Optimization exercise on an open flow, not production practice.
RTL: at most simulated, not proved equivalent.
Function not checked: runs 3 to 6.
Power: default activity.

**design/flow/design.v**
```verilog
module idxfp (
    input             clk,
    input             rst,             
    input             reset_capable,   
    input             poll,
    input      [31:0] now,
    output            busy,
    input             rx_avail,
    input       [7:0] rx_data,
    output            rx_pop,
    output            rdr_rst_n,
    output            ev_read,
    output            ev_remove,
    output     [39:0] ev_tag,
    input             cfg_req,
    input             cfg_we,
    input       [1:0] cfg_addr,
    input      [31:0] cfg_wdata,
    output     [31:0] cfg_rdata
);
    reg         rc;          
    reg         act;         
    reg         pe;          
    reg  [3:0]  cnt;         
    reg         seen;        
    reg         f_rt;        
    reg         f_exp;       
    reg         nr, nm, np;  
    reg  [11:0] dl_lo;       
    reg  [20:0] now_hi;      
    reg  [11:0] dl_mid;      
    reg  [47:0] fb;          
    reg  [3:0]  hold;
    reg  [3:0]  ncnt;
    reg         fd_err;
    reg         in_frame;
    reg  [1:0]  pstate;
    reg  [32:0] deadline;
    reg  [39:0] last_tag;
    reg  [31:0] wait_r;
    reg  [1:0]  ev_en;
    reg  [3:0]  errstat;
    reg  [31:0] cfg_rdata_q;
    wire        take = pe && rx_avail;    
    assign rx_pop    = take;
    assign busy      = act;
    assign ev_read   = nr && !take;
    assign ev_remove = nm && !take;
    assign rdr_rst_n = !(np && !take);
    assign ev_tag    = last_tag;
    assign cfg_rdata = cfg_rdata_q;
    wire        exp_ge;
    wire [11:0] dl_lo_n;
    wire [11:0] dl_mid_n;
    wire [10:0] dl_top;
    wire        rc_n, act_n, pe_n, seen_n, f_rt_n, f_exp_n, nr_n, nm_n, np_n;
    wire [3:0]  cnt_n;
    wire [11:0] dl_lo_q_n;
    wire [20:0] now_hi_n;
    wire [47:0] fb_n;
    wire [3:0]  hold_n, ncnt_n;
    wire        fd_err_n, in_frame_n;
    wire [1:0]  pstate_n;
    wire [32:0] deadline_n;
    wire [39:0] last_tag_n;
    wire [31:0] wait_n;
    wire [1:0]  ev_en_n;
    wire [3:0]  errstat_n;
    wire [31:0] cfg_rdata_n;
    idxfp_cmp u_cmp (
        .now(now), .deadline(deadline), .ge(exp_ge)
    );
    idxfp_add u_add (
        .now_lo(now[10:0]), .now_hi(now_hi), .wait_r(wait_r),
        .dl_lo(dl_lo), .dl_mid(dl_mid),
        .dl_lo_n(dl_lo_n), .dl_mid_n(dl_mid_n), .dl_top(dl_top)
    );
    idxfp_next u_next (
        .rst(rst), .reset_capable(reset_capable), .poll(poll), .now(now),
        .rx_avail(rx_avail), .d(rx_data),
        .cfg_req(cfg_req), .cfg_we(cfg_we), .cfg_addr(cfg_addr), .cfg_wdata(cfg_wdata),
        .exp_ge(exp_ge), .dl_lo_sum(dl_lo_n), .dl_top(dl_top),
        .rc(rc), .act(act), .pe(pe), .cnt(cnt), .seen(seen), .f_rt(f_rt), .f_exp(f_exp),
        .nr(nr), .nm(nm), .np(np), .dl_lo(dl_lo), .now_hi(now_hi), .dl_mid(dl_mid),
        .fb(fb), .hold(hold), .ncnt(ncnt), .fd_err(fd_err), .in_frame(in_frame),
        .pstate(pstate), .deadline(deadline), .last_tag(last_tag),
        .wait_r(wait_r), .ev_en(ev_en), .errstat(errstat), .cfg_rdata_q(cfg_rdata_q),
        .rc_n(rc_n), .act_n(act_n), .pe_n(pe_n), .cnt_n(cnt_n), .seen_n(seen_n),
        .f_rt_n(f_rt_n), .f_exp_n(f_exp_n), .nr_n(nr_n), .nm_n(nm_n), .np_n(np_n),
        .dl_lo_q_n(dl_lo_q_n), .now_hi_n(now_hi_n),
        .fb_n(fb_n), .hold_n(hold_n), .ncnt_n(ncnt_n), .fd_err_n(fd_err_n),
        .in_frame_n(in_frame_n), .pstate_n(pstate_n), .deadline_n(deadline_n),
        .last_tag_n(last_tag_n), .wait_n(wait_n), .ev_en_n(ev_en_n),
        .errstat_n(errstat_n), .cfg_rdata_n(cfg_rdata_n)
    );
    always @(posedge clk) begin
        rc          <= rc_n;
        act         <= act_n;
        pe          <= pe_n;
        cnt         <= cnt_n;
        seen        <= seen_n;
        f_rt        <= f_rt_n;
        f_exp       <= f_exp_n;
        nr          <= nr_n;
        nm          <= nm_n;
        np          <= np_n;
        dl_lo       <= dl_lo_q_n;
        now_hi      <= now_hi_n;
        dl_mid      <= dl_mid_n;
        fb          <= fb_n;
        hold        <= hold_n;
        ncnt        <= ncnt_n;
        fd_err      <= fd_err_n;
        in_frame    <= in_frame_n;
        pstate      <= pstate_n;
        deadline    <= deadline_n;
        last_tag    <= last_tag_n;
        wait_r      <= wait_n;
        ev_en       <= ev_en_n;
        errstat     <= errstat_n;
        cfg_rdata_q <= cfg_rdata_n;
    end
endmodule
module idxfp_cmp (
    input  [31:0] now,
    input  [32:0] deadline,
    output        ge
);
    assign ge = ({1'b0, now} >= deadline);
endmodule
module idxfp_add (
    input  [10:0] now_lo,
    input  [20:0] now_hi,
    input  [31:0] wait_r,
    input  [11:0] dl_lo,
    input  [11:0] dl_mid,
    output [11:0] dl_lo_n,
    output [11:0] dl_mid_n,
    output [10:0] dl_top
);
    assign dl_lo_n  = {1'b0, now_lo} + {1'b0, wait_r[10:0]};
    assign dl_mid_n = {1'b0, now_hi[10:0]} + {1'b0, wait_r[21:11]} + {11'd0, dl_lo[11]};
    assign dl_top   = now_hi[20:11] + wait_r[31:22] + {9'd0, dl_mid[11]};
endmodule
module idxfp_next (
    input             rst,
    input             reset_capable,
    input             poll,
    input      [31:0] now,
    input             rx_avail,
    input       [7:0] d,
    input             cfg_req,
    input             cfg_we,
    input       [1:0] cfg_addr,
    input      [31:0] cfg_wdata,
    input             exp_ge,
    input      [11:0] dl_lo_sum,
    input      [10:0] dl_top,
    input             rc, act, pe,
    input       [3:0] cnt,
    input             seen, f_rt, f_exp, nr, nm, np,
    input      [11:0] dl_lo,
    input      [20:0] now_hi,
    input      [11:0] dl_mid,
    input      [47:0] fb,
    input       [3:0] hold, ncnt,
    input             fd_err, in_frame,
    input       [1:0] pstate,
    input      [32:0] deadline,
    input      [39:0] last_tag,
    input      [31:0] wait_r,
    input       [1:0] ev_en,
    input       [3:0] errstat,
    input      [31:0] cfg_rdata_q,
    output reg        rc_n, act_n, pe_n,
    output reg  [3:0] cnt_n,
    output reg        seen_n, f_rt_n, f_exp_n, nr_n, nm_n, np_n,
    output reg [11:0] dl_lo_q_n,
    output reg [20:0] now_hi_n,
    output reg [47:0] fb_n,
    output reg  [3:0] hold_n, ncnt_n,
    output reg        fd_err_n, in_frame_n,
    output reg  [1:0] pstate_n,
    output reg [32:0] deadline_n,
    output reg [39:0] last_tag_n,
    output reg [31:0] wait_n,
    output reg  [1:0] ev_en_n,
    output reg  [3:0] errstat_n,
    output reg [31:0] cfg_rdata_n
);
    localparam [31:0] WAIT_RESET = 32'd1000;
    localparam [1:0] P_IDLE    = 2'd0;
    localparam [1:0] P_SETTLED = 2'd1;
    localparam [1:0] P_AWAIT   = 2'd2;
    wire c_stx  = (d == 8'h02);
    wire c_etx  = (d == 8'h03);
    wire c_pad  = (d == 8'h0D) || (d == 8'h0A);
    wire c_hexd = (d[7:4] == 4'h3) && (!d[3] || (d[2:1] == 2'b00));
    wire c_hexl = (d[7:3] == 5'b01000) && (d[2:0] != 3'd0) && (d[2:0] != 3'd7);
    wire c_hex  = c_hexd || c_hexl;
    wire c_inv  = !(c_stx || c_etx || c_pad || c_hex);
    wire [3:0] nib = c_hexd ? d[3:0] :
                     {1'b1, (d[2:0] >= 3'd3), (d[2:0] == 3'd1 || d[2:0] == 3'd2 || d[2:0] == 3'd5 || d[2:0] == 3'd6), !d[0]};
    wire       ok     = !fd_err;
    wire       n12    = (ncnt == 4'd12);
    wire       inc    = ok && !n12;           
    wire       ovf    = ok && n12;            
    wire       hsel   = inc && !ncnt[0];      
    wire [7:0] fb_xor = fb[47:40] ^ fb[39:32] ^ fb[31:24] ^ fb[23:16] ^ fb[15:8];
    wire       tag_ok = ok && (fb_xor == fb[7:0]);
    wire       take   = pe && rx_avail;       
    wire       endc   = act && !take;         
    wire       dec    = take && c_etx && tag_ok;
    wire       seen_b = seen || dec;
    wire exp_new = rc && (pstate == P_AWAIT) && exp_ge;
    integer i;
    always @* begin
        rc_n        = rc;
        act_n       = act;
        pe_n        = pe;
        cnt_n       = cnt;
        seen_n      = seen;
        f_rt_n      = f_rt;
        f_exp_n     = f_exp;
        nr_n        = nr;
        nm_n        = nm;
        np_n        = np;
        dl_lo_q_n   = dl_lo;
        now_hi_n    = now_hi;
        fb_n        = fb;
        hold_n      = hold;
        ncnt_n      = ncnt;
        fd_err_n    = fd_err;
        in_frame_n  = in_frame;
        pstate_n    = pstate;
        deadline_n  = deadline;
        last_tag_n  = last_tag;
        wait_n      = wait_r;
        ev_en_n     = ev_en;
        errstat_n   = errstat;
        cfg_rdata_n = cfg_rdata_q;
        if (rst) begin
            rc_n        = reset_capable;
            act_n       = 1'b0;
            pe_n        = 1'b0;
            cnt_n       = 4'd0;
            seen_n      = 1'b0;
            f_rt_n      = 1'b0;
            f_exp_n     = 1'b0;
            nr_n        = 1'b0;
            nm_n        = 1'b0;
            np_n        = 1'b0;
            dl_lo_q_n   = 12'd0;
            now_hi_n    = 21'd0;
            fb_n        = 48'd0;
            hold_n      = 4'd0;
            ncnt_n      = 4'd0;
            fd_err_n    = 1'b1;
            in_frame_n  = 1'b0;
            pstate_n    = P_IDLE;
            deadline_n  = 33'd0;
            last_tag_n  = 40'd0;
            wait_n      = WAIT_RESET;
            ev_en_n     = 2'd0;
            errstat_n   = 4'd0;
            cfg_rdata_n = 32'd0;
        end else begin
            if (poll && !rx_avail) begin
                if (exp_new)
                    pstate_n = P_IDLE;
            end
            if (endc) begin
                if (seen) begin
                    pstate_n = rc ? P_AWAIT : P_SETTLED;
                    if (rc) deadline_n = {dl_top, dl_mid[10:0], dl_lo[10:0]};
                end else if (f_exp) begin
                    pstate_n = P_IDLE;
                end
            end
            if (poll) begin
                act_n     = rx_avail || (exp_new && ev_en[1]);
                pe_n      = rx_avail;
                cnt_n     = 4'd0;
                seen_n    = 1'b0;
                dl_lo_q_n = dl_lo_sum;
                now_hi_n  = now[31:11];
                f_rt_n    = ev_en[0] && (!rc || pstate != P_AWAIT);
                f_exp_n   = exp_new;
                nr_n      = 1'b0;
                np_n      = 1'b0;
                nm_n      = exp_new && ev_en[1];
            end else if (take) begin
                cnt_n  = cnt + 4'd1;
                pe_n   = (cnt != 4'd15);
                seen_n = seen_b;
                nr_n   = seen_b && f_rt;
                np_n   = seen_b && rc;
                nm_n   = !seen_b && f_exp && ev_en[1];
            end else if (endc) begin
                act_n = 1'b0;
                pe_n  = 1'b0;
                nr_n  = 1'b0;
                nm_n  = 1'b0;
                np_n  = 1'b0;
            end
            if (cfg_req) begin
                if (cfg_we) begin
                    case (cfg_addr)
                    2'd0: wait_n    = cfg_wdata;
                    2'd1: ev_en_n   = cfg_wdata[1:0];
                    2'd2: errstat_n = errstat & ~cfg_wdata[3:0];
                    default: ;
                    endcase
                end else begin
                    case (cfg_addr)
                    2'd0:    cfg_rdata_n = wait_r;
                    2'd1:    cfg_rdata_n = {30'd0, ev_en};
                    2'd2:    cfg_rdata_n = {28'd0, errstat};
                    default: cfg_rdata_n = 32'd0;
                    endcase
                end
            end
            if (take) begin
                if (c_stx) begin
                    ncnt_n     = 4'd0;
                    fd_err_n   = 1'b0;
                    in_frame_n = 1'b1;
                end
                if (c_etx)
                    in_frame_n = 1'b0;
                if (c_hex && inc)
                    ncnt_n = ncnt + 4'd1;
                if ((c_hex && ovf) || (c_inv && ok))
                    fd_err_n = 1'b1;
                if (c_hex && hsel)
                    hold_n = nib;
                for (i = 0; i < 6; i = i + 1)
                    if (c_hex && inc && ncnt == 2 * i + 1)
                        fb_n[47 - 8 * i -: 8] = {hold, nib};
                if (dec)
                    last_tag_n = fb[47:8];
                if (in_frame) begin
                    if (c_etx && ok && !tag_ok) errstat_n[0] = 1'b1;
                    if (c_stx)                  errstat_n[1] = 1'b1;
                    if (c_inv && ok)            errstat_n[2] = 1'b1;
                    if (c_hex && ovf)           errstat_n[3] = 1'b1;
                end
            end
        end
    end
endmodule
```
**design/flow/run.sh**
```bash
#!/bin/bash
# synth_recipe.tcl (not shown) runs the flow's synth.tcl, then flattens the netlist and writes it again
# the make line also repeats each setting of config.mk as NAME=value (left out here)
make -C /OpenROAD-flow-scripts/flow DESIGN_CONFIG=/design/flow/config.mk WORK_HOME=/design/flow/orfs CLKGATE_MAP_FILE= SYNTH_SCRIPT=/design/flow/synth_recipe.tcl finish
```
**design/flow/config.mk**
```make
export PLATFORM = sky130hd
export DESIGN_NAME = idxfp
export DESIGN_NICKNAME = idxfp
export VERILOG_FILES = /design/flow/design.v
export SDC_FILE = /design/flow/constraint.sdc
export NUM_CORES = 4
export LEC_CHECK = 0
export CAP_MARGIN = 20
export CORE_MARGIN = 2
export CORE_UTILIZATION = 40
export SETUP_SLACK_MARGIN = 2.7
export SLEW_MARGIN = 20
```
**design/flow/constraint.sdc**
```tcl
create_clock -name core_clock -period 5.0 [get_ports {clk}]
set_input_delay 1.0000 -clock core_clock [delete_from_list [all_inputs] [get_ports {clk}]]
set_output_delay 1.0000 -clock core_clock [all_outputs]
set_load 0.01 [all_outputs]
```
==> results of run 1 <==
cell usage after synthesis (all sizes together), types with 5 or more instances:
cell	n
nor2	191
a211oi	14
nand2	150
xnor3	8
o21a	13
and2	5
nor4	6
nor2b	9
inv	61
nand3b	7
a2111oi	6
ha	66
a22oi	28
a21oi	89
a21o	7
clkbuf	55
buf	15
xnor2	25
nor3	26
o211ai	7
or3	5
o21ai	23
nand4	12
dfxtp	260
nand3	30
nand2b	5
xor2	17
mux2i	122
fa	5
worst paths after layout:
path                  startpoint                         to  slack (ns)  depth (start not counted)
min            dl_mid[9]$_DFF_P_  deadline[20]$_SDFFE_PP0P_        0.43                          2
max                   rx_data[6]  last_tag[18]$_SDFFE_PP0P_        2.33                         11
min reg2reg    dl_mid[9]$_DFF_P_  deadline[20]$_SDFFE_PP0P_        0.43                          2
max reg2reg  fb[10]$_SDFFE_PP0P_  last_tag[18]$_SDFFE_PP0P_        2.54                         10
routing by layer:
metal	up-vias	part of all wire	GRT usage
met5	-	0.00033	0
met4	2	0.019	0.04781
met3	42	0.043	0.03320
met2	194	0.50	0.3600
met1	4714	0.44	0.2563
li1	4948	-	-
report_power, final:
| part | switching (mW) | total (mW) | internal, mW | leakage, nW |
|---|---|---|---|---|
| combinational | 0.203 | 0.361 | 0.158 | 4.22 |
| sequential | 0.0236 | 2.14 | 2.12 | 2.12 |
| clock | 0.893 | 2.22 | 1.33 | 0.486 |
timing repair:
action	4_1_cts	5_1_grt
pin swaps	40	39
hold buffers	0	0
gates resized for setup	230	72
buffers inserted	30	21
gates cloned	5	1
hold endpoints to repair	0	0
setup endpoints to repair	280	186
kinds of logic after synthesis:
group / Yosys count / share of synthesized area
multiplexers: 123 / 0.1025
AO/OA/AOI/OAI: 221 / 0.1210
AND/OR/NAND/NOR: 464 / 0.1707
flip-flops: 261 / 0.4352
adder cells (fa/ha/maj): 71 / 0.07698
buffers and inverters: 133 / 0.04806
XOR/XNOR: 50 / 0.04556
sequential cells by signal, summed over array words and instances (netlist names), 2 cells and up:
name and count:
ncnt 4, dl_lo 12, errstat 4, cfg_rdata_q 32, ev_en 2, deadline 33, pstate 2, last_tag 40
wait_r 32, now_hi 21, hold 4, cnt 4, fb 48, dl_mid 12
placed cells by master, fill, tap and decap left out, types with 31 or more instances in the layout:
cell and n:
ha_1 50, mux2i_1 116, a21oi_1 85, nor2_1 190
clkbuf_16 31, nand2_1 145, dfxtp_1 257, inv_1 55
buf_4 40, clkdlybuf4s50_1 38, dlygate4sd2_1 89
worst max-delay path, delay by kind of cell:
| kind | cells | cell delay [ns] |
|---|---|---|
| muxes | 1 | 0.21 |
| buffers and inverters | 5 | 0.61 |
| and+or+nand+nor | 5 | 1.26 |
layout make-up:
cell class	count	area, µm²
clock inverters	14	166.4
inverters	63	252.7
well taps	390	488.0
flip-flops and latches	261	5239
diodes	1	2.502
fillers	2744	13640
clock buffers	41	842.1
multi-input cells	929	6795
repair buffers	225	2213
==> metrics.md, run 1 <==
| Metric | Value |
|---|---|
| Die ar. | 31470 µm² |
| Placed cell count | 1811 |
| Core Area | 29640 µm² |
| WP data arrival | 3.09 ns |
| Total CTS buffers | 30 |
| RSZ-0062 raised after global routing | true |
| FP Rows | 63 |
| Routed Antenna Nets | 0 |
| # Max-Cap Violations | 0 |
| CP max stage cell | or4_4 |
| First-pass GRT wire length | 51.00 mm |
| Wire length per cell | 17.20 µm |
| Non-filler cells, final | 1924 |
| Utilization after layout | 0.5398 |
| CP Cell Sequence | buf_6, or4_4, nor4b_4, nand3_2, nor4_4, buf_6, buf_12, buf_12, buf_16, mux2i_1, nor2_1 |
| # IOs | 158 |
| Minimum clock period | 2.670 ns |
| Asr flop ratio synth | 0 |
| Mean Syn Cell Area | 9.091 µm² |
| Slew at the pin closest to its max-slew limit | 0.7972 ns |
| Setup crit end kind | flop |
| CP Launch Type | input port |
| TritonCTS clock tree | yes |
| Worst EP required | 5.42 ns |
| Worst hold slack | 0.4323 ns |
| Number of synthesized flops with an enable pin | 1 |
| Skew-Pair Late Insertion Delay | 0.56 ns |
| Worst VDD drop | 249.3 µV |
| Fin crit share | 0.5341 |
| Post-place instance area | 14100 µm² |
| Post-place setup slack | 1.014 ns |
| Synth top area share | 0.4327 |
| Final worst slack | 2.330 ns |
| Design area | 16000 µm² |
| Vias/cell | 5.146 |
| Critical path class | input port to flop |
| Syn Inst Count | 1323 |
| CP peak stage delay | 0.55 ns |
| Die width | 177.4 µm |
| Post-synthesis register bit count | 261 |
| Post-Synthesis Cell Area | 12030 µm² |
| Post-route clock skew | 0.01718 ns |
| Status | no timing/DRC/antenna violations |
| Clk root buf | clkbuf_16 |
| GRT Overall Usage | 0.2029 |
| DRC Markers | 0 |
| Cell Pwr Density | 295.5 nW/µm² |
| Nets | 1662 |
| Clock buffer depth | 3 |
| Layout cells sized above 1 | 0.1546 |
| Fin. Hold Viols | 0 |
| Synth-to-layout area growth | 33.02% |
| Die height | 177.4 µm |
| DR vias | 9900 |
| Final setup fails | 0 |
| Max Freq | 374.5 MHz |
| Static Leak | 6.826 nW |
| Final global-route overflow total | 0 |
| Largest net degree at the start of global routing | 83 |
| Area leader, netlist | dfxtp_1 |
| Min-delay worst type | flop to flop |
| Clk sinks | 261 |
| Post-synth top flop | dfxtp_1 |
| Yosys warns | 2 |
| Setup TNS | 0 ns |
| Max-slew violation count | 0 |
| Net count after synthesis | 1475 |
| Total iterations of the first detailed-routing run | 7 |
| Final WL | 33.09 mm |
| Initial antenna violation count | 2 |
| DR iter-0 viols | 501 |
| GPL Wtd Cong | 0.8138 |
| Overall Power | 4.728 mW |
| Worst-path fanout max | 5 |
| Number of port buffers | 157 |
| Hpwl dp | 22.50 mm |
| # H-tree levels | 1 |
| Seq/Total Area, Yosys | 0.4352 |
| Vias in the first global route | 9376 |
| Initial core utilization | 0.4058 |
| Distinct cells, synth | 69 |
| Top cells by area, synth | dfxtp_1 (43%), mux2i_1 (10%), ha_1 (6.9%) |
| CTS clk-pin slew, worst paths | 0.06 ns |
| Worst rel slew slack | 0.4685 |
Testbench counts, summed over its fixed seeds: cycles 54,354.
==> run 2: changes to the inputs <==
--- a/design/flow/config.mk
+++ b/design/flow/config.mk
@@ -10,3 +10,4 @@
 export CORE_UTILIZATION = 40
 export SETUP_SLACK_MARGIN = 2.7
 export SLEW_MARGIN = 20
+export SYNTH_HIERARCHICAL = 1
==> run 2 against run 1 <==
Die area is 2.4% higher. Area after synthesis is 2.4% higher. Sequential power about the same. Still clean. Setup slack gained 0.20 ns. Maximum frequency up 8.0%. Clock skew fell by 0.0045 ns.
==> metrics.md, run 2 <==
| Metric | Value |
|---|---|
| Status | no timing/DRC/antenna violations |
| Min-delay worst type | flop to flop |
| Count leader, synth | dfxtp_1 |
| Minimum clock period | 2.473 ns (-0.1978 ns) |
| Die ar. | 32220 µm² (+2.4%) |
| DR iter-0 viols | 631 (+26%) |
| Critical path class | input port to flop |
| # Max-Cap Violations | 0 (unchanged) |
| Largest net degree at the start of global routing | 104 (+25%) |
| Mean Syn Cell Area | 8.883 µm² (-2.3%) |
| Static Leak | 6.615 nW (-3.1%) |
| Most frequent cells in the layout | dfxtp_1 (252), nand2_1 (159), nor2_1 (158) |
| Skew-Pair Late Insertion Delay | 0.56 ns (about the same) |
| Setup TNS | 0 ns (unchanged) |
| GRT Overall Usage | 0.2049 (+0.002011) |
| CP Launch Type | input port |
| Setup crit end kind | flop |
| Clk root buf | clkbuf_16 |
| Buf/Inv on CP | 2 (-3) |
| Cell Pwr Density | 298.1 nW/µm² (+0.88%) |
| Design area | 16400 µm² (+2.5%) |
| Utilization after layout | 0.5390 (-0.0008290) |
| Seq/Total Area, Yosys | 0.4241 (-0.01116) |
| Hpwl dp | 22.52 mm (+0.12%) |
| CP Cell Sequence | clkdlybuf4s50_1, ha_1, nand3_1, a211o_1, o21ai_2, a2111oi_4, a211oi_2, buf_4, nand4_1, nand3_1, a21oi_2 |
| Total CTS buffers | 30 (unchanged) |
| GPL Wtd Cong | 0.7908 (-2.8%) |
| Die width | 179.5 µm (+1.2%) |
| First-pass GRT wire length | 54.59 mm (+7.0%) |
| Fill cells | 2817 (+2.7%) |
| Core Area | 30430 µm² (+2.7%) |
| Asr flop ratio synth | 0 (unchanged) |
| Post-synth top flop | dfxtp_1 |
| Top cells by area, synth | dfxtp_1 (42%), mux2i_1 (7.1%), ha_1 (6.7%) |
| Synth top area share | 0.4241 (-0.008659) |
| Synth-to-layout area growth | 33.12% (about the same) |
| Nets | 1705 (+2.6%) |
| Fin. Hold Viols | 0 (unchanged) |
| Biggest register | fb |
| TritonCTS clock tree | yes |
| Max Freq | 404.4 MHz (+8.0%) |
| Post-place instance area | 14330 µm² (+1.6%) |
| Most frequent cells after synthesis | dfxtp_1 (261), nor2_1 (163), nand2_1 (159) |
| Max-slew violation count | 0 (unchanged) |
| Post-synthesis register bit count | 261 (unchanged) |
| Post-Synthesis Cell Area | 12320 µm² (+2.4%) |
| CP peak stage delay | 0.44 ns (-0.11 ns) |
| Area leader, netlist | dfxtp_1 |
| Syn Inst Count | 1387 (+4.8%) |
| # H-tree levels | 1 (unchanged) |
| Top delay family on crit path | compound AO/OA/AOI/OAI gates |
| Worst EP required | 5.43 ns (about the same) |
| Net count after synthesis | 1539 (+4.3%) |
| Wire length per cell | 17.72 µm (+3.0%) |
| Cells on Worst Hold Path | 2 (unchanged) |
| Critical path depth | 11 (unchanged) |
| # IOs | 158 (unchanged) |
| Total iterations of the first detailed-routing run | 5 (-2) |
| Clk sinks | 261 (unchanged) |
| Clock buffer depth | 3 (unchanged) |
| Yosys warns | 8 (+6) |
| Worst-path fanout max | 2 (-3) |
| Vias in the first global route | 10210 (+8.8%) |
| Max reg flops | 48 (unchanged) |
| CTS clk-pin slew, worst paths | 0.06 ns (about the same) |
| Vias/cell | 5.343 (+3.8%) |
| Distinct cells, synth | 74 (+7.2%) |
| Post-route clock skew | 0.01270 ns (-0.004479 ns) |
| Most common cell after layout, fill and taps aside | dfxtp_1 |
| Worst rel slew slack | 0.3280 (-0.1405) |
| RSZ-0062 raised after global routing | true |
| Number of synthesized flops with an enable pin | 0 (-1) |
| FP Rows | 64 (+1.6%) |
| CP max stage cell | clkdlybuf4s50_1 |
| WP data arrival | 2.90 ns (-0.19 ns) |
| DRC Markers | 0 (unchanged) |
| Initial core utilization | 0.4049 (-0.0009242) |
| Final global-route overflow total | 0 (unchanged) |
| Die height | 179.5 µm (+1.2%) |
| Final WL | 34.96 mm (+5.6%) |
| Initial antenna violation count | 4 (+2) |
| CP dominant cell by count | nand3_1 |
| Worst R2R Path Depth | 8 (-2) |
| Routed Antenna Nets | 0 (unchanged) |
| DR vias | 10540 (+6.5%) |
| Slew at the pin closest to its max-slew limit | 1.001 ns (+0.2036 ns) |
| Largest regs | fb x48, last_tag x40, deadline x33 |
| Fin crit share | 0.4945 (-0.03956) |
| Number of port buffers | 157 (unchanged) |
| Worst VDD drop | 259.7 µV (+4.2%) |
| Final setup fails | 0 (unchanged) |
| Layout cells sized above 1 | 0.1917 (+0.03715) |
## run 2: cell types whose count changed after synthesis, moves of 28 or more
cell / delta
nand4_1: +40
mux2i_1: -35
nor2_1: -28
a21oi_1: +54
o21ai_1: +44
## run 2: timing repair
action                     CTS  global route
gates cloned                10             4
gates resized for setup    249           116
pin swaps                   66            87
setup endpoints to repair  224           105
buffers inserted            21            14
hold buffers                 0             0
hold endpoints to repair     0             0
## run 2: metal layers
| metal | vias up | part of all wire | global-route usage | wire length (µm) |
|---|---|---|---|---|
| li1 | 5203 | - | - | - |
| met1 | 5039 | 0.44 | 0.2619 | 15510 |
| met2 | 241 | 0.48 | 0.3523 | 16680 |
| met3 | 54 | 0.051 | 0.04214 | 1794 |
| met4 | 4 | 0.027 | 0.05268 | 944 |
| met5 | - | 0.00077 | 0 | 27 |
## run 2: logic make-up after synthesis
group | share of synthesized area
multiplexers | 0.07068
adder cells (fa/ha/maj) | 0.07515
buffers and inverters | 0.05128
XOR/XNOR | 0.05067
flip-flops | 0.4241
AO/OA/AOI/OAI | 0.1581
AND/OR/NAND/NOR | 0.1700
## run 2: path summary, 6_finish.rpt
path | slack (ns) | from | end
hold reg to reg | 0.44 | dl_mid[5]$_DFF_P_ | deadline[16]$_DFF_P_
hold / removal | 0.44 | dl_mid[5]$_DFF_P_ | deadline[16]$_DFF_P_
setup reg to reg | 2.62 | fb[29]$_DFF_P_ | last_tag[12]$_DFF_P_
setup / recovery | 2.53 | now[11] | pstate[1]$_DFF_P_
## run 2: report_power, final
group	internal [mW]	switching (mW)
Sequential	2.12	0.0244
Clock	1.48	0.886
Combinational	0.171	0.207
Total	3.77	1.12
## run 2: area by class of cell
class | count | area (µm²) | area share
flip-flops and latches | 261 | 5241 | 0.3196
clock buffers | 42 | 885.9 | 0.05401
inverters | 53 | 211.5 | 0.01289
repair buffers | 212 | 2038 | 0.1243
clock inverters | 12 | 201.4 | 0.01228
diodes | 2 | 5.005 | 0.0003052
well taps | 396 | 495.5 | 0.03021
multi-input cells | 995 | 7322 | 0.4464
## run 2: per-stage QoR
step / hold WS [ns] / setup slack (ns) / std cells / total power, mW
2_1_floorplan: 0.4174 / 2.311 / 1387 / 2.397
3_3_place_gp: 0.4202 / 1.304 / 1868 / 2.539
3_5_place_dp: 0.4318 / 1.219 / 1868 / 2.543
4_1_cts: 0.4403 / 2.384 / 1953 / 4.916
5_1_grt: 0.4584 / 2.433 / 1972 / 5.070
6_report: 0.4374 / 2.527 / 1973 / 4.890
## run 2: modules after synthesis, one instance, submodules excluded
module	cell area, µm²	copies in the design
idxfp	5258	1
idxfp_next	4850	1
idxfp_add	1385	1
idxfp_cmp	828.3	1
## run 2: tightest hold or removal path: cells and delay by family (launching register included)
kind	cells	cell delay (ns)
flops	1	0.30
simple gates	1	0.05
compound gates	1	0.05
==> run 3: changes to the inputs <==
--- a/design/flow/design.v
+++ b/design/flow/design.v
@@ -212,7 +212,8 @@
     wire       endc   = act && !take;         
     wire       dec    = take && c_etx && tag_ok;
     wire       seen_b = seen || dec;
-    wire exp_new = rc && (pstate == P_AWAIT) && exp_ge;
+    wire may_exp = rc && (pstate == P_AWAIT);
+    wire exp_new = may_exp && exp_ge;
     integer i;
     always @* begin
         rc_n        = rc;
@@ -265,10 +266,6 @@
             errstat_n   = 4'd0;
             cfg_rdata_n = 32'd0;
         end else begin
-            if (poll && !rx_avail) begin
-                if (exp_new)
-                    pstate_n = P_IDLE;
-            end
             if (endc) begin
                 if (seen) begin
                     pstate_n = rc ? P_AWAIT : P_SETTLED;
@@ -278,7 +275,7 @@
                 end
             end
             if (poll) begin
-                act_n     = rx_avail || (exp_new && ev_en[1]);
+                act_n     = rx_avail || may_exp;
                 pe_n      = rx_avail;
                 cnt_n     = 4'd0;
                 seen_n    = 1'b0;
==> run 3 against run 2 <==
Global-route usage up 1.8 points. Maximum frequency is 6.1% lower. Area after synthesis decreased by 0.60%. Register-to-register slack got worse by 0.11 ns. Critical path depth rose by 1. Clock power decreased by 7%. Final area fell by 0.24%. Hold slack worse by 0.0028 ns. Power down 3.6%. Critical endpoint is now nm$_DFF_P_. Largest cell class unchanged. Largest power group unchanged.
==> metrics.md, run 3 <==
| Metric | Value |
|---|---|
| CP Launch Type | input port |
| Final WL | 36.48 mm (+4.4%) |
| Largest net degree at the start of global routing | 118 (+13%) |
| Worst VDD drop | 230.3 µV (-11%) |
| Placed cell count | 1897 (+1.6%) |
| Post-synthesis register bit count | 261 (unchanged) |
| Initial core utilization | 0.4035 (-0.001364) |
| Post-Synthesis Cell Area | 12250 µm² (-0.60%) |
| Met3 Track Usage GR | 0.04750 (+0.005358) |
| Top cells by area, synth | dfxtp_1 (43%), a21oi_1 (6.8%), ha_1 (6.7%) |
| Asr flop ratio synth | 0 (unchanged) |
| Most common cell after layout, fill and taps aside | dfxtp_1 |
| Clock buffer depth | 3 (unchanged) |
| Setup crit end kind | flop |
| Synth top area share | 0.4266 (+0.002556) |
| Layout cells sized above 1 | 0.1827 (-0.009030) |
| Distinct cells, synth | 68 (-8.1%) |
| Worst hold slack | 0.4346 ns (-0.002801 ns) |
| Grt met1 use | 0.2773 (+0.01542) |
| Busiest layer in global routing | met2 |
| Die height | 179.0 µm (-0.30%) |
| Max Freq | 379.6 MHz (-6.1%) |
| Seq/Total Area, Yosys | 0.4266 (+0.002556) |
| Worst-path fanout max | 3 (+1) |
| Skew-Pair Late Insertion Delay | 0.54 ns (-0.02 ns) |
| DRC Markers | 0 (unchanged) |
| Multi-input gate area | 7254 µm² (-0.92%) |
| Syn Inst Count | 1421 (+2.5%) |
| Slew at the pin closest to its max-slew limit | 0.9157 ns (-0.08508 ns) |
| Total CTS buffers | 29 (-3.3%) |
| Fill cells | 2757 (-2.1%) |
| Most frequent cells in the layout | dfxtp_1 (247), nand2_1 (207), a21oi_1 (155) |
| Worst rel slew slack | 0.3895 (+0.06151) |
| Final setup fails | 0 (unchanged) |
| RSZ-0062 raised after global routing | true |
| Post-synth top flop | dfxtp_1 |
| Fin. Hold Viols | 0 (unchanged) |
| FP Rows | 64 (unchanged) |
| M2 GR Usage | 0.3825 (+0.03019) |
| Non-filler cells, final | 2017 (+2.2%) |
| Number of port buffers | 157 (unchanged) |
| Max-slew violation count | 0 (unchanged) |
| First-pass GRT wire length | 56.58 mm (+3.6%) |
| Largest regs | fb x48, last_tag x40, deadline x33 |
| Final global-route overflow total | 0 (unchanged) |
| Clk sinks | 261 (unchanged) |
| Most frequent cells after synthesis | dfxtp_1 (261), nand2_1 (208), a21oi_1 (166) |
| DR vias | 11010 (+4.4%) |
| Vias/cell | 5.458 (+2.2%) |
| WP data arrival | 3.11 ns (+0.21 ns) |
| Nets | 1751 (+2.7%) |
| # H-tree levels | 1 (unchanged) |
| Reg area | 5245 µm² (about the same) |
| Fin crit share | 0.5269 (+0.03234) |
| Number of synthesized flops with an enable pin | 0 (unchanged) |
| Overall Power | 4.714 mW (-3.6%) |
| # IOs | 158 (unchanged) |
| Vias in the first global route | 10570 (+3.6%) |
| Wire length per cell | 18.09 µm (+2.1%) |
| Total iterations of the first detailed-routing run | 5 (unchanged) |
| GPL Wtd Cong | 0.7904 (about the same) |
| Status | no timing/DRC/antenna violations |
| GRT Overall Usage | 0.2227 (+0.01782) |
| Yosys warns | 8 (unchanged) |
| Setup TNS | 0 ns (unchanged) |
| Static Leak | 6.585 nW (-0.45%) |
| Synth-to-layout area growth | 33.59% |
| Hpwl dp | 22.72 mm (+0.87%) |
| Core Area | 30350 µm² (-0.26%) |
| Min-delay worst type | flop to flop |
| Mean Syn Cell Area | 8.618 µm² (-3.0%) |
| Biggest register | fb |
| CTS clk-pin slew, worst paths | 0.06 ns (about the same) |
| Post-route clock skew | 0.01499 ns (+0.002288 ns) |
| Max reg flops | 48 (unchanged) |
| Net count after synthesis | 1573 (+2.2%) |
| Minimum clock period | 2.634 ns (+0.1617 ns) |
| Initial antenna violation count | 5 (+1) |
| Count leader, synth | dfxtp_1 |
| Cell Pwr Density | 288.1 nW/µm² (-3.4%) |
| DR iter-0 viols | 691 (+9.5%) |
| Die width | 179.0 µm (-0.30%) |
| TritonCTS clock tree | yes |
| Clk root buf | clkbuf_16 |
| Critical path class | input port to flop |
| Worst EP required | 5.48 ns (+0.05 ns) |
| # Max-Cap Violations | 0 (unchanged) |
| # hold bufs at CTS | 0 (unchanged) |
| Area leader, netlist | dfxtp_1 |
| Die ar. | 32030 µm² (-0.59%) |
| Routed Antenna Nets | 0 (unchanged) |
## run 3: kinds of logic after synthesis
group / after synthesis / share of synthesized area
adders and majority gates: 71 / 0.07560
xor gates and xnor gates: 56 / 0.04965
DFF: 261 / 0.4266
and+or+nand+nor: 490 / 0.1806
buffers and inverters: 142 / 0.04689
AOI/OAI and AO/OA: 333 / 0.1650
muxes: 68 / 0.05558
## run 3: modules after synthesis (local to each module, per instance)
module / area, µm² / times used / cells inside
idxfp_cmp: 828.3 / 1 / 110
idxfp_add: 1385 / 1 / 178
idxfp_next: 4776 / 1 / 868
idxfp: 5258 / 1 / 265
## run 3: final cells by class
cell class / count / share of cell area
Multi-Input combinational cell: 1028 / 0.4434
Sequential cell: 261 / 0.3206
Inverter: 51 / 0.01216
Clock buffer: 38 / 0.04764
Antenna cell: 1 / 0.0001530
Timing Repair Buffer: 228 / 0.1335
Clock inverter: 14 / 0.01231
Tap cell: 396 / 0.03028
## run 3: repair_timing
action	4_1_cts	5_1_grt
setup endpoints to repair	260	102
pin swaps	73	82
setup buffers	36	13
resized for setup	279	66
gates cloned	17	1
## run 3: critical path, stage by stage
cell       delay [ns]
buf_2            0.12
ha_4             0.28
nand2_4          0.04
or3_4            0.42
a211o_1          0.25
o21ai_2          0.08
a2111oi_4        0.06
a211oi_2         0.19
nand3_1          0.15
buf_4            0.17
a211o_1          0.28
nand2_1          0.07
## run 3: per-layer routing
| metal | vias up | wire, µm |
|---|---|---|
| met5 | - | 46 |
| met4 | 8 | 1145 |
| met3 | 96 | 2545 |
| met2 | 348 | 17330 |
| met1 | 5217 | 15410 |
| li1 | 5340 | - |
## run 3: stage by stage
step           instance area [µm²]  setup WS, ns  utilization
3_5_place_dp                 14320         1.305       0.4718
2_1_floorplan                12620         2.157            -
4_1_cts                      16120         2.193       0.5310
6_report                     16360         2.366       0.5391
3_3_place_gp                 14320         1.347       0.4718
5_1_grt                      16360         2.243       0.5390
## run 3: path summary, 6_finish.rpt
kind | from | depth (start not counted) | end | slack (ns)
max | now[18] | 12 | nm$_DFF_P_ | 2.37
min | dl_mid[8]$_DFF_P_ | 2 | deadline[19]$_DFF_P_ | 0.43
max reg2reg | deadline[22]$_DFF_P_ | 12 | nm$_DFF_P_ | 2.51
min reg2reg | dl_mid[8]$_DFF_P_ | 2 | deadline[19]$_DFF_P_ | 0.43
## run 3: where the power goes
group | leakage [nW] | internal (mW) | total (mW) | switching, mW
sequential | 2.12 | 2.12 | 2.14 | 0.0246
clock | 0.483 | 1.35 | 2.21 | 0.860
combinational | 3.98 | 0.162 | 0.361 | 0.199
==> run 4: changes to the inputs <==
--- a/design/flow/design.v
+++ b/design/flow/design.v
@@ -30,6 +30,7 @@
     reg  [20:0] now_hi;      
     reg  [11:0] dl_mid;      
     reg  [47:0] fb;          
+    reg  [7:0]  syn;         
     reg  [3:0]  hold;
     reg  [3:0]  ncnt;
     reg         fd_err;
@@ -58,6 +59,7 @@
     wire [11:0] dl_lo_q_n;
     wire [20:0] now_hi_n;
     wire [47:0] fb_n;
+    wire [7:0]  syn_n;
     wire [3:0]  hold_n, ncnt_n;
     wire        fd_err_n, in_frame_n;
     wire [1:0]  pstate_n;
@@ -82,13 +84,13 @@
         .exp_ge(exp_ge), .dl_lo_sum(dl_lo_n), .dl_top(dl_top),
         .rc(rc), .act(act), .pe(pe), .cnt(cnt), .seen(seen), .f_rt(f_rt), .f_exp(f_exp),
         .nr(nr), .nm(nm), .np(np), .dl_lo(dl_lo), .now_hi(now_hi), .dl_mid(dl_mid),
-        .fb(fb), .hold(hold), .ncnt(ncnt), .fd_err(fd_err), .in_frame(in_frame),
+        .fb(fb), .syn(syn), .hold(hold), .ncnt(ncnt), .fd_err(fd_err), .in_frame(in_frame),
         .pstate(pstate), .deadline(deadline), .last_tag(last_tag),
         .wait_r(wait_r), .ev_en(ev_en), .errstat(errstat), .cfg_rdata_q(cfg_rdata_q),
         .rc_n(rc_n), .act_n(act_n), .pe_n(pe_n), .cnt_n(cnt_n), .seen_n(seen_n),
         .f_rt_n(f_rt_n), .f_exp_n(f_exp_n), .nr_n(nr_n), .nm_n(nm_n), .np_n(np_n),
         .dl_lo_q_n(dl_lo_q_n), .now_hi_n(now_hi_n),
-        .fb_n(fb_n), .hold_n(hold_n), .ncnt_n(ncnt_n), .fd_err_n(fd_err_n),
+        .fb_n(fb_n), .syn_n(syn_n), .hold_n(hold_n), .ncnt_n(ncnt_n), .fd_err_n(fd_err_n),
         .in_frame_n(in_frame_n), .pstate_n(pstate_n), .deadline_n(deadline_n),
         .last_tag_n(last_tag_n), .wait_n(wait_n), .ev_en_n(ev_en_n),
         .errstat_n(errstat_n), .cfg_rdata_n(cfg_rdata_n)
@@ -108,6 +110,7 @@
         now_hi      <= now_hi_n;
         dl_mid      <= dl_mid_n;
         fb          <= fb_n;
+        syn         <= syn_n;
         hold        <= hold_n;
         ncnt        <= ncnt_n;
         fd_err      <= fd_err_n;
@@ -126,7 +129,34 @@
     input  [32:0] deadline,
     output        ge
 );
-    assign ge = ({1'b0, now} >= deadline);
+    wire [31:0] g0 = now & ~deadline[31:0];
+    wire [31:0] e0 = ~(now ^ deadline[31:0]);
+    wire [15:0] g1, e1;
+    wire [7:0]  g2, e2;
+    wire [3:0]  g3, e3;
+    wire [1:0]  g4, e4;
+    genvar k;
+    generate
+        for (k = 0; k < 16; k = k + 1) begin : l1
+            assign g1[k] = g0[2*k+1] | (e0[2*k+1] & g0[2*k]);
+            assign e1[k] = e0[2*k+1] & e0[2*k];
+        end
+        for (k = 0; k < 8; k = k + 1) begin : l2
+            assign g2[k] = g1[2*k+1] | (e1[2*k+1] & g1[2*k]);
+            assign e2[k] = e1[2*k+1] & e1[2*k];
+        end
+        for (k = 0; k < 4; k = k + 1) begin : l3
+            assign g3[k] = g2[2*k+1] | (e2[2*k+1] & g2[2*k]);
+            assign e3[k] = e2[2*k+1] & e2[2*k];
+        end
+        for (k = 0; k < 2; k = k + 1) begin : l4
+            assign g4[k] = g3[2*k+1] | (e3[2*k+1] & g3[2*k]);
+            assign e4[k] = e3[2*k+1] & e3[2*k];
+        end
+    endgenerate
+    wire gt = g4[1] | (e4[1] & g4[0]);
+    wire eq = e4[1] & e4[0];
+    assign ge = !deadline[32] && (gt || eq);
 endmodule
 module idxfp_add (
     input  [10:0] now_lo,
@@ -163,6 +193,7 @@
     input      [20:0] now_hi,
     input      [11:0] dl_mid,
     input      [47:0] fb,
+    input       [7:0] syn,
     input       [3:0] hold, ncnt,
     input             fd_err, in_frame,
     input       [1:0] pstate,
@@ -178,6 +209,7 @@
     output reg [11:0] dl_lo_q_n,
     output reg [20:0] now_hi_n,
     output reg [47:0] fb_n,
+    output reg  [7:0] syn_n,
     output reg  [3:0] hold_n, ncnt_n,
     output reg        fd_err_n, in_frame_n,
     output reg  [1:0] pstate_n,
@@ -206,8 +238,19 @@
     wire       inc    = ok && !n12;           
     wire       ovf    = ok && n12;            
     wire       hsel   = inc && !ncnt[0];      
-    wire [7:0] fb_xor = fb[47:40] ^ fb[39:32] ^ fb[31:24] ^ fb[23:16] ^ fb[15:8];
-    wire       tag_ok = ok && (fb_xor == fb[7:0]);
+    wire       tag_ok = ok && (syn == 8'd0);
+    wire       wr     = c_hex && inc && ncnt[0];   
+    reg  [7:0] fb_old;                        
+    always @* begin
+        case (ncnt[3:1])
+        3'd0:    fb_old = fb[47:40];
+        3'd1:    fb_old = fb[39:32];
+        3'd2:    fb_old = fb[31:24];
+        3'd3:    fb_old = fb[23:16];
+        3'd4:    fb_old = fb[15:8];
+        default: fb_old = fb[7:0];
+        endcase
+    end
     wire       take   = pe && rx_avail;       
     wire       endc   = act && !take;         
     wire       dec    = take && c_etx && tag_ok;
@@ -229,6 +272,7 @@
         dl_lo_q_n   = dl_lo;
         now_hi_n    = now_hi;
         fb_n        = fb;
+        syn_n       = syn;
         hold_n      = hold;
         ncnt_n      = ncnt;
         fd_err_n    = fd_err;
@@ -254,6 +298,7 @@
             dl_lo_q_n   = 12'd0;
             now_hi_n    = 21'd0;
             fb_n        = 48'd0;
+            syn_n       = 8'd0;
             hold_n      = 4'd0;
             ncnt_n      = 4'd0;
             fd_err_n    = 1'b1;
@@ -334,6 +379,8 @@
                 for (i = 0; i < 6; i = i + 1)
                     if (c_hex && inc && ncnt == 2 * i + 1)
                         fb_n[47 - 8 * i -: 8] = {hold, nib};
+                if (wr)
+                    syn_n = syn ^ fb_old ^ {hold, nib};
                 if (dec)
                     last_tag_n = fb[47:8];
                 if (in_frame) begin
==> run 4 against run 3 <==
Largest cell class unchanged. Hold slack lost 0.0037 ns. Sequential power rose by 3%. Still clean. Utilization shrank 2.4 points. Routed wire length fell by 8.8%. Clock skew decreased by 0.0060 ns. Highest routed layer is now met4. Area after synthesis up 2.5%.
==> metrics.md, run 4 <==
| Metric | Value |
|---|---|
| Status | no timing/DRC/antenna violations |
| Compound-Gate Fraction of Synth Area | 0.1450 (-0.02002) |
| Synth top area share | 0.4292 (+0.002511) |
| Largest regs | fb x48, last_tag x40, deadline x33 |
| Clk root buf | clkbuf_16 |
| Final global-route overflow total | 0 (unchanged) |
| Vias/cell | 5.237 (-4.0%) |
| Final WL | 33.28 mm (-8.8%) |
| Clock buffer depth | 3 (unchanged) |
| Yosys warns | 8 (unchanged) |
| Fin crit share | 0.4808 (-0.04610) |
| Fin. Hold Viols | 0 (unchanged) |
| TritonCTS clock tree | yes |
| # H-tree levels | 1 (unchanged) |
| Syn Inst Count | 1436 (+1.1%) |
| # hold bufs at CTS | 0 (unchanged) |
| Top cells by area, synth | dfxtp_1 (43%), mux2i_1 (8.0%), nand2_1 (7.3%) |
| Setup crit end kind | output port |
| Wire length per cell | 16.77 µm (-7.3%) |
| Buf/Inv on CP | 2 (unchanged) |
| DR iter-0 viols | 650 (-5.9%) |
| Die ar. | 32800 µm² (+2.4%) |
| Hpwl dp | 22.79 mm (+0.31%) |
| Initial core utilization | 0.4081 (+0.004552) |
| Clk sinks | 269 (+3.1%) |
| Synth-to-layout area growth | 26.20% |
| Critical path class | input port to output port |
| Largest family of logic cells by synthesized area | simple AND/OR/NAND/NOR gates |
| # IOs | 158 (unchanged) |
| CP peak stage delay | 0.15 ns (-0.27 ns) |
| Asr flop ratio synth | 0 (unchanged) |
| Final setup fails | 0 (unchanged) |
| Min-delay worst type | flop to flop |
| Die height | 181.1 µm (+1.2%) |
| GRT Overall Usage | 0.1996 (-0.02311) |
| Distinct cells, synth | 80 (+18%) |
| Overall Power | 4.808 mW (+2.0%) |
| # Max-Cap Violations | 0 (unchanged) |
| CTS clk-pin slew, worst paths | 0.06 ns (about the same) |
| Worst EP required | 4.00 ns (-1.48 ns) |
| CP Cell Sequence | buf_12, a21bo_1, buf_2 |
| Total CTS buffers | 29 (unchanged) |
| Max Freq | 416.0 MHz (+9.6%) |
| Seq/Total Area, Yosys | 0.4292 (+0.002511) |
| Number of port buffers | 157 (unchanged) |
| Design area | 15840 µm² (-3.2%) |
| Post-Synth Adder-Cell Area | 0.07379 (-0.001817) |
| Worst hold slack | 0.4309 ns (-0.003719 ns) |
| Post-synth top flop | dfxtp_1 |
| Worst rel slew slack | 0.4566 (+0.06702) |
| First-pass GRT wire length | 53.64 mm (-5.2%) |
| Core Area | 30750 µm² (+1.3%) |
| WP data arrival | 1.40 ns (-1.71 ns) |
| Fill cells | 2969 (+7.7%) |
| Routed Antenna Nets | 0 (unchanged) |
| Post-route clock skew | 0.008988 ns (-0.006005 ns) |
| Layout cells sized above 1 | 0.1211 (-0.06166) |
| Worst-path fanout max | 8 (+5) |
| RSZ-0062 raised after global routing | true |
| Biggest register | fb |
| Post-Synthesis Cell Area | 12550 µm² (+2.5%) |
| Worst VDD drop | 283.3 µV (+23%) |
| Top delay family on crit path | buffers and inverters |
| FP Rows | 64 (unchanged) |
| Most common cell after layout, fill and taps aside | dfxtp_1 |
| Static Leak | 6.633 nW (+0.72%) |
| Net count after synthesis | 1588 (+0.95%) |
| Total iterations of the first detailed-routing run | 7 (+2) |
| Minimum clock period | 2.404 ns (-0.2305 ns) |
| Cell Pwr Density | 303.6 nW/µm² (+5.4%) |
| Initial antenna violation count | 2 (-3) |
| Most frequent cells after synthesis | dfxtp_1 (269), nand2_1 (245), nor2_1 (165) |
| Largest net degree at the start of global routing | 104 (-12%) |
| Synth Area in XOR/XNOR | 0.02991 (-0.01974) |
| Skew-Pair Late Insertion Delay | 0.54 ns (about the same) |
| Most frequent cells in the layout | dfxtp_1 (264), nand2_1 (244), nor2_1 (163) |
| DRC Markers | 0 (unchanged) |
| Setup TNS | 0 ns (unchanged) |
| Post-synthesis register bit count | 269 (+3.1%) |
| Max reg flops | 48 (unchanged) |
| Nets | 1718 (-1.9%) |
| Mux contribution to synthesized area | 0.08874 (+0.03316) |
| Vias in the first global route | 10230 (-3.2%) |
| Count leader, synth | dfxtp_1 |
| DR vias | 10390 (-5.6%) |
| Simple-Gate Fraction of Synth Area | 0.1879 (+0.007226) |
| Mean Syn Cell Area | 8.738 µm² (+1.4%) |
| Max-slew violation count | 0 (unchanged) |
| CP max stage cell | a21bo_1 |
| Area leader, netlist | dfxtp_1 |
| Slew at the pin closest to its max-slew limit | 0.8152 ns (-0.1005 ns) |
| CP Launch Type | input port |
| Utilization after layout | 0.5150 (-0.02407) |
| Post-place instance area | 14500 µm² (+1.2%) |
| GPL Wtd Cong | 0.8441 (+6.8%) |
| Die width | 181.1 µm (+1.2%) |
| Number of synthesized flops with an enable pin | 0 (unchanged) |
[run 4: cell types whose count changed after synthesis, sizes merged, moves of 11 or more]
cell,delta
o21ai,-42
mux2i,+32
nor2,+27
nand2,+36
a21oi,-11
nand4,-34
[run 4: modules after synthesis, one instance, submodules excluded]
module	flops+latches	copies in the design	cells inside
idxfp	269	1	273
idxfp_next	0	1	876
idxfp_add	0	1	178
idxfp_cmp	0	1	109
[run 4: final cells by class]
type | instances | area, µm² | area share
Multi-Input combinational cell | 1029 | 7094 | 0.4480
Clock buffer | 40 | 827.0 | 0.05222
Inverter | 49 | 183.9 | 0.01161
Tap cell | 396 | 495.5 | 0.03129
Antenna cell | 2 | 5.005 | 0.0003160
Sequential cell | 269 | 5396 | 0.3408
Clock inverter | 11 | 157.7 | 0.009955
Timing Repair Buffer | 188 | 1677 | 0.1059
[run 4: path summary, 6_finish.rpt]
| check | from | to | slack (ns) | depth (start not counted) |
|---|---|---|---|---|
| max | rx_avail | rdr_rst_n | 2.60 | 3 |
| min | dl_mid[4]$_DFF_P_ | deadline[15]$_DFF_P_ | 0.43 | 2 |
| max reg2reg | ncnt[2]$_DFF_P_ | syn[0]$_DFF_P_ | 2.88 | 6 |
| min reg2reg | dl_mid[4]$_DFF_P_ | deadline[15]$_DFF_P_ | 0.43 | 2 |
[run 4: timing repair]
item,in CTS,in global routing
gates resized for setup,185,42
cloned,1,0
pin swaps,33,14
buffers inserted,11,7
endpoints found under the setup margin,248,109
[run 4: cells by family (layout without fill, tap and decap cells)]
| logic type | count (synthesis) | in the layout |
|---|---|---|
| and+or+nand+nor | 521 | 522 |
| AOI/OAI and AO/OA | 287 | 287 |
| DFF | 269 | 269 |
| buffers and inverters | 139 | 288 |
| muxes | 107 | 107 |
| adders and majority gates | 71 | 71 |
| xor gates and xnor gates | 42 | 42 |
| other | 0 | 2 |
[run 4: where the power goes]
part | switching [mW] | internal (mW) | total [mW] | leakage, nW
clock network | 0.864 | 1.35 | 2.22 | 0.487
registers | 0.0295 | 2.18 | 2.21 | 2.18
logic | 0.207 | 0.175 | 0.382 | 3.97
[run 4: worst reg2reg max path, delay by kind of cell (launching register included)]
| kind | cells | cell delay (ns) |
|---|---|---|
| compound gates | 3 | 0.48 |
| xor+xnor | 1 | 0.15 |
| flops | 1 | 0.59 |
| simple gates | 2 | 0.82 |
[run 4: through the flow]
| stage | instances | worst slack, ns |
|---|---|---|
| 2_1_floorplan | 1436 | 2.548 |
| 3_3_place_gp | 1912 | 1.536 |
| 3_5_place_dp | 1912 | 1.546 |
| 4_1_cts | 1975 | 2.580 |
| 5_1_grt | 1984 | 2.575 |
| 6_report | 1984 | 2.596 |
[run 4: per-layer routing]
| layer | up-vias | GRT usage | share of wire |
|---|---|---|---|
| met1 | 4922 | 0.2658 | 0.47 |
| met2 | 215 | 0.3335 | 0.46 |
| met3 | 63 | 0.02681 | 0.039 |
| li1 | 5191 | - | - |
| met4 | 0 | 0.06764 | 0.029 |
| met5 | - | 0 | 0 |
==> run 5: changes to the inputs <==
--- a/design/flow/design.v
+++ b/design/flow/design.v
@@ -25,7 +25,8 @@
     reg         seen;        
     reg         f_rt;        
     reg         f_exp;       
-    reg         nr, nm, np;  
+    reg         nr, nm;      
+    reg         np;          
     reg  [11:0] dl_lo;       
     reg  [20:0] now_hi;      
     reg  [11:0] dl_mid;      
@@ -47,7 +48,7 @@
     assign busy      = act;
     assign ev_read   = nr && !take;
     assign ev_remove = nm && !take;
-    assign rdr_rst_n = !(np && !take);
+    assign rdr_rst_n = !np;
     assign ev_tag    = last_tag;
     assign cfg_rdata = cfg_rdata_q;
     wire        exp_ge;
@@ -320,7 +321,7 @@
                 end
             end
             if (poll) begin
-                act_n     = rx_avail || may_exp;
+                act_n     = rx_avail || exp_new;
                 pe_n      = rx_avail;
                 cnt_n     = 4'd0;
                 seen_n    = 1'b0;
==> run 5 against run 4 <==
Cell count up 2.6%. Power is 1.6% higher. Critical path depth increased by 8. Utilization grew 2.5 points. Routed wire length is 3.8% higher. Non-clock buffer count grew 25. Clock skew up 0.0048 ns. Critical path type is now input port to flop. Maximum frequency increased by 1.2%. Register-to-register slack worse by 0.15 ns. Sequential power about the same. Sequential share of layout area is 1.7 points lower. Final area rose by 5.1%.
==> metrics.md, run 5 <==
| Metric | Value |
|---|---|
| Status | no timing/DRC/antenna violations |
| Synth top area share | 0.4275 (-0.001620) |
| Most common cell after layout, fill and taps aside | dfxtp_1 |
| Die height | 181.5 µm (+0.19%) |
| Switching part of the total power | 0.2326 (+0.003703) |
| Skew-Pair Late Insertion Delay | 0.55 ns (about the same) |
| Vias/cell | 5.296 (+1.1%) |
| Min-delay worst type | flop to flop |
| Reg2Reg Setup Slack | 2.73 ns (-0.15 ns) |
| Distinct cells, synth | 82 (+2.5%) |
| Worst R2R Path Depth | 11 (+5) |
| Critical Path Source | now[17] |
| Setup crit end kind | flop |
| Initial antenna violation count | 1 (-1) |
| # H-tree levels | 1 (unchanged) |
| Gate power share | 0.082 (+0.003) |
| Nets | 1768 (+2.9%) |
| Syn Inst Count | 1461 (+1.7%) |
| Number of synthesized flops with an enable pin | 0 (unchanged) |
| Slew at the pin closest to its max-slew limit | 0.8761 ns (+0.06090 ns) |
| R2R Path Start | deadline[17]$_DFF_P_ |
| Reg2reg end | nm$_DFF_P_ |
| Total iterations of the first detailed-routing run | 5 (-2) |
| CTS clk-pin slew, worst paths | 0.06 ns (about the same) |
| Most frequent cells in the layout | dfxtp_1 (265), nand2_1 (243), nor2_1 (160) |
| TritonCTS clock tree | yes |
| Final setup fails | 0 (unchanged) |
| Critical path class | input port to flop |
| Final global-route overflow total | 0 (unchanged) |
| Most frequent cells after synthesis | dfxtp_1 (269), nand2_1 (245), nor2_1 (175) |
| Clock buffer depth | 3 (unchanged) |
| Wire length per cell | 16.97 µm (+1.1%) |
| Max reg flops | 48 (unchanged) |
| GRT Overall Usage | 0.2066 (+0.006947) |
| Synth-to-layout area growth | 32.10% |
| First-pass GRT wire length | 55.83 mm (+4.1%) |
| # Max-Cap Violations | 0 (unchanged) |
| Clock share of power | 0.466 (+0.005) |
| DRC Markers | 0 (unchanged) |
| Post-route clock skew | 0.01377 ns (+0.004786 ns) |
| Overall Power | 4.884 mW (+1.6%) |
| Seq/Total Area, Yosys | 0.4275 (-0.001620) |
| Clk root buf | clkbuf_16 |
| Vias in the first global route | 10550 (+3.2%) |
| Count leader, synth | dfxtp_1 |
| Cell Pwr Density | 293.5 nW/µm² (-3.3%) |
| Critical Path End | nm$_DFF_P_ |
| Worst-path fanout max | 2 (-6) |
| Total CTS buffers | 31 (+6.9%) |
| Net count after synthesis | 1613 (+1.6%) |
| Minimum clock period | 2.375 ns (-0.02846 ns) |
| Yosys warns | 8 (unchanged) |
| Post-synth top flop | dfxtp_1 |
| Asr flop ratio synth | 0 (unchanged) |
| Worst rel slew slack | 0.4160 (-0.04060) |
| RSZ-0062 raised after global routing | true |
| CP Launch Type | input port |
| Fill cells | 2824 (-4.9%) |
| Reg power frac | 0.452 (-0.008) |
| Worst EP required | 5.44 ns (+1.44 ns) |
| Area leader, netlist | dfxtp_1 |
| # hold bufs at CTS | 0 (unchanged) |
| Biggest register | fb |
| Max Freq | 421.0 MHz (+1.2%) |
| DR iter-0 viols | 498 (-23%) |
| Largest net degree at the start of global routing | 114 (+9.6%) |
| Fin. Hold Viols | 0 (unchanged) |
| DR vias | 10780 (+3.8%) |
| Worst VDD drop | 249.8 µV (-12%) |
| Largest regs | fb x48, last_tag x40, deadline x33 |
| Max-slew violation count | 0 (unchanged) |
| Net Sw Power | 1.136 mW (+3.2%) |
| Top cells by area, synth | dfxtp_1 (43%), nand2_1 (7.3%), ha_1 (6.6%) |
| Die ar. | 32930 µm² (+0.38%) |
| Initial core utilization | 0.4086 (+0.0004822) |
| Post-synthesis register bit count | 269 (unchanged) |
| WP data arrival | 2.81 ns (+1.41 ns) |
| Static Leak | 6.406 nW (-3.4%) |
| Fin crit share | 0.4751 (-0.005692) |
| Number of port buffers | 157 (unchanged) |
| Hpwl dp | 23.49 mm (+3.1%) |
| Clk sinks | 269 (unchanged) |
| FP Rows | 64 (unchanged) |
| GPL Wtd Cong | 0.8018 (-5.0%) |
| Final WL | 34.54 mm (+3.8%) |
| Layout cells sized above 1 | 0.1862 (+0.06514) |
| Core Area | 30830 µm² (+0.26%) |
| Routed Antenna Nets | 0 (unchanged) |
| Post-Synthesis Cell Area | 12600 µm² (+0.38%) |
| Die width | 181.5 µm (+0.19%) |
| Int Pwr | 3.747 mW (+1.1%) |
| # IOs | 158 (unchanged) |
| Mean Syn Cell Area | 8.621 µm² (-1.3%) |
| Setup TNS | 0 ns (unchanged) |
run 5: cell type report:
| class | count | area (µm²) | area share |
|---|---|---|---|
| multi-input cells | 1046 | 7523 | 0.4522 |
| flip-flops and latches | 269 | 5393 | 0.3241 |
| repair buffers | 213 | 1977 | 0.1188 |
| clock buffers | 41 | 883.3 | 0.05309 |
| well taps | 396 | 495.5 | 0.02978 |
| inverters | 55 | 210.2 | 0.01263 |
| clock inverters | 14 | 151.4 | 0.009099 |
| diodes | 2 | 5.005 | 0.0003008 |
run 5: kinds of logic after synthesis:
| family | share of synthesized area |
|---|---|
| compound gates | 0.1750 |
| mux | 0.07768 |
| xor+xnor | 0.01877 |
| simple gates | 0.1815 |
| fa+ha+maj | 0.07351 |
| buf+inv | 0.04599 |
| flops | 0.4275 |
run 5: power by group through the flow:
stage          sequential [mW]  combinational [mW]  clock [mW]
3_5_place_dp              2.25               0.365           0
5_1_grt                   2.21               0.441        2.41
4_1_cts                   2.21               0.391        2.33
3_3_place_gp              2.25               0.362           0
6_report                  2.21               0.400        2.28
2_1_floorplan             2.25               0.224           0
run 5: per-stage QoR:
stage	hold slack [ns]	instances	cell area [µm²]	utilization	setup slack [ns]
after global placement	0.4214	1936	14780	0.4793	1.379
after detailed placement	0.4305	1936	14780	0.4793	1.315
after CTS	0.4355	2025	16470	0.5343	2.516
after global routing	0.4474	2035	16640	0.5396	2.537
final	0.4351	2036	16640	0.5397	2.625
after floorplan	0.4174	1461	13090	-	2.359
run 5: what timing repair did:
| action | 4_1_cts | 5_1_grt |
|---|---|---|
| setup buffers | 33 | 9 |
| pin swaps | 62 | 18 |
| gates cloned | 1 | 0 |
| setup endpoints to repair | 292 | 129 |
| resized for setup | 313 | 55 |
run 5: per-layer routing:
| layer | wire length (µm) | global-route usage | vias up | share of wire |
|---|---|---|---|---|
| met5 | 0 | 0 | - | 0 |
| met4 | 759 | 0.05171 | 0 | 0.022 |
| met3 | 1292 | 0.02808 | 51 | 0.037 |
| met2 | 16590 | 0.3600 | 200 | 0.48 |
| met1 | 15910 | 0.2701 | 5158 | 0.46 |
| li1 | - | - | 5373 | - |
run 5: per-module statistics from Yosys, one instance, submodules excluded:
module	area [µm²]	times used	cells
idxfp_cmp	799.5	1	109
idxfp_next	5001	1	901
idxfp	5410	1	273
idxfp_add	1385	1	178
run 5: worst min path at each step:
stage	startpoint	endpoint	slack, ns	cells after the start
after floorplan	dl_mid[0]$_DFF_P_	deadline[11]$_DFF_P_	0.42	2
after global placement	dl_mid[8]$_DFF_P_	deadline[19]$_DFF_P_	0.42	2
after detailed placement	dl_mid[7]$_DFF_P_	deadline[18]$_DFF_P_	0.43	2
after CTS	dl_mid[10]$_DFF_P_	deadline[21]$_DFF_P_	0.44	2
after global routing	dl_mid[1]$_DFF_P_	deadline[12]$_DFF_P_	0.45	2
final	dl_mid[1]$_DFF_P_	deadline[12]$_DFF_P_	0.44	2
run 5: critical path: stages:
cell and delay [ns]:
buf_6 0.10, ha_4 0.22, a21oi_4 0.17, o21ai_4 0.09
a221o_1 0.39, a2bb2oi_4 0.16, o21ai_1 0.08, nand4_1 0.11
nor2_1 0.06, a22o_1 0.23, a41o_1 0.20
==> run 6: changes to the inputs <==
--- a/design/flow/config.mk
+++ b/design/flow/config.mk
@@ -8,6 +8,6 @@
 export CAP_MARGIN = 20
 export CORE_MARGIN = 2
 export CORE_UTILIZATION = 40
-export SETUP_SLACK_MARGIN = 2.7
+export SETUP_SLACK_MARGIN = 3.0
 export SLEW_MARGIN = 20
 export SYNTH_HIERARCHICAL = 1
==> run 6 against run 5 <==
Combinational power is 9.2% higher. Cell count is 4.3% higher. Synthesized cell count stayed put.
==> metrics.md, run 6 <==
| Metric | Value |
|---|---|
| First-pass GRT wire length | 58.66 mm (+5.1%) |
| Count leader, synth | dfxtp_1 |
| GRT Overall Usage | 0.2177 (+0.01115) |
| Most frequent cells after synthesis | dfxtp_1 (269), nand2_1 (245), nor2_1 (175) |
| Mean Syn Cell Area | 8.621 µm² (unchanged) |
| Core Area | 30830 µm² (unchanged) |
| Hpwl dp | 23.58 mm (+0.35%) |
| Number of synthesized flops with an enable pin | 0 (unchanged) |
| Fin crit share | 0.4883 (+0.01319) |
| Clk sinks | 269 (unchanged) |
| Post-synth top flop | dfxtp_1 |
| DRC Markers | 0 (unchanged) |
| Most common cell after layout, fill and taps aside | nand2_1 |
| # IOs | 158 (unchanged) |
| Asr flop ratio synth | 0 (unchanged) |
| Skew-Pair Late Insertion Delay | 0.55 ns (about the same) |
| Critical path class | input port to output port |
| Vias in the first global route | 11010 (+4.4%) |
| Syn Inst Count | 1461 (unchanged) |
| Die height | 181.5 µm (unchanged) |
| Die width | 181.5 µm (unchanged) |
| Area leader, netlist | dfxtp_1 |
| Worst EP required | 4.00 ns (-1.44 ns) |
| TritonCTS clock tree | yes |
| Initial core utilization | 0.4086 (unchanged) |
| # hold bufs at CTS | 0 (unchanged) |
| Top cells by area, synth | dfxtp_1 (43%), nand2_1 (7.3%), ha_1 (6.6%) |
| Synth-to-layout area growth | 48.67% |
| Post-synthesis register bit count | 269 (unchanged) |
| Net count after synthesis | 1613 (unchanged) |
| Setup TNS | 0 ns (unchanged) |
| Total iterations of the first detailed-routing run | 5 (unchanged) |
| FP Rows | 64 (unchanged) |
| Diode count | 0 (-2) |
| Final global-route overflow total | 0 (unchanged) |
| Worst-path fanout max | 5 (+3) |
| Distinct cells, synth | 82 (unchanged) |
| Clk root buf | clkbuf_16 |
| Min-delay worst type | flop to flop |
| Minimum clock period | 2.441 ns (+0.06594 ns) |
| Fin. Hold Viols | 0 (unchanged) |
| Routed Antenna Nets | 0 (unchanged) |
| Number of port buffers | 157 (unchanged) |
| Nets | 1858 (+5.1%) |
| Die ar. | 32930 µm² (unchanged) |
| WP data arrival | 1.44 ns (-1.37 ns) |
| Status | no timing/DRC/antenna violations |
| Vias/cell | 5.349 (+1.0%) |
| Fill cells | 2581 (-8.6%) |
## run 6: layout make-up
| cell class | count | area (µm²) | share of cell area |
|---|---|---|---|
| inverters | 55 | 210.2 | 0.01122 |
| repair buffers | 304 | 3337 | 0.1782 |
| clock inverters | 10 | 102.6 | 0.005479 |
| clock buffers | 44 | 904.6 | 0.04831 |
| flip-flops and latches | 269 | 5525 | 0.2950 |
| well taps | 396 | 495.5 | 0.02646 |
| multi-input cells | 1046 | 8152 | 0.4353 |
## run 6: power breakdown
group          internal [mW]  switching [mW]  total, mW
combinational          0.206           0.231      0.437
sequential              2.18          0.0256       2.20
clock                   1.35           0.895       2.24
## run 6: cell families (layout without fill, tap and decap cells)
group | after synthesis | after routing | share of synthesized area
xor+xnor | 27 | 27 | 0.01877
fa+ha+maj | 71 | 71 | 0.07351
mux | 89 | 89 | 0.07768
flops | 269 | 269 | 0.4275
compound gates | 331 | 331 | 0.1750
buf+inv | 146 | 413 | 0.04599
simple gates | 528 | 528 | 0.1815
## run 6: repair_timing
action	CTS	global route
buffers inserted	71	46
gates resized for setup	827	133
pin swaps	104	71
endpoints found under the hold margin	0	0
setup endpoints to repair	316	244
cloned	9	8
## run 6: Yosys stat by module, one instance, submodules excluded
module	times used	cell area, µm²	cells
idxfp	1	5410	273
idxfp_next	1	5001	901
idxfp_add	1	1385	178
idxfp_cmp	1	799.5	109
## run 6: through the flow
stage | utilization | power [mW] | std cells | hold WS, ns | instance area [µm²]
floorplan | - | 2.482 | 1461 | 0.4174 | 13280
global placement | 0.4825 | 2.619 | 1936 | 0.4223 | 14870
detailed placement | 0.4825 | 2.624 | 1936 | 0.4291 | 14870
CTS | 0.5737 | 4.910 | 2070 | 0.4378 | 17690
global route | 0.6074 | 5.055 | 2124 | 0.4535 | 18730
finish | 0.6074 | 4.878 | 2124 | 0.4335 | 18730
## run 6: per-layer routing
metal / wire length [µm] / track usage / part of all wire / up-vias
li1: - / - / - / 5550
met1: 17370 / 0.2888 / 0.45 / 5464
met2: 18580 / 0.3678 / 0.48 / 276
met3: 1798 / 0.03430 / 0.046 / 69
met4: 928 / 0.06049 / 0.024 / 2
met5: 13 / 0 / 0.00034 / -
## run 6: path summary, 6_finish.rpt
kind	from	cells after the start	slack (ns)	end
worst max-delay path	rx_avail	3	2.56	ev_read
worst max register to register	deadline[11]$_DFF_P_	11	2.75	nm$_DFF_P_
worst min register to register	dl_mid[2]$_DFF_P_	2	0.43	deadline[13]$_DFF_P_
worst min-delay path	dl_mid[2]$_DFF_P_	2	0.43	deadline[13]$_DFF_P_
## run 6: worst max-delay path: stages
cell      delay (ns)
buf_12          0.11
a21boi_4        0.17
buf_2           0.16
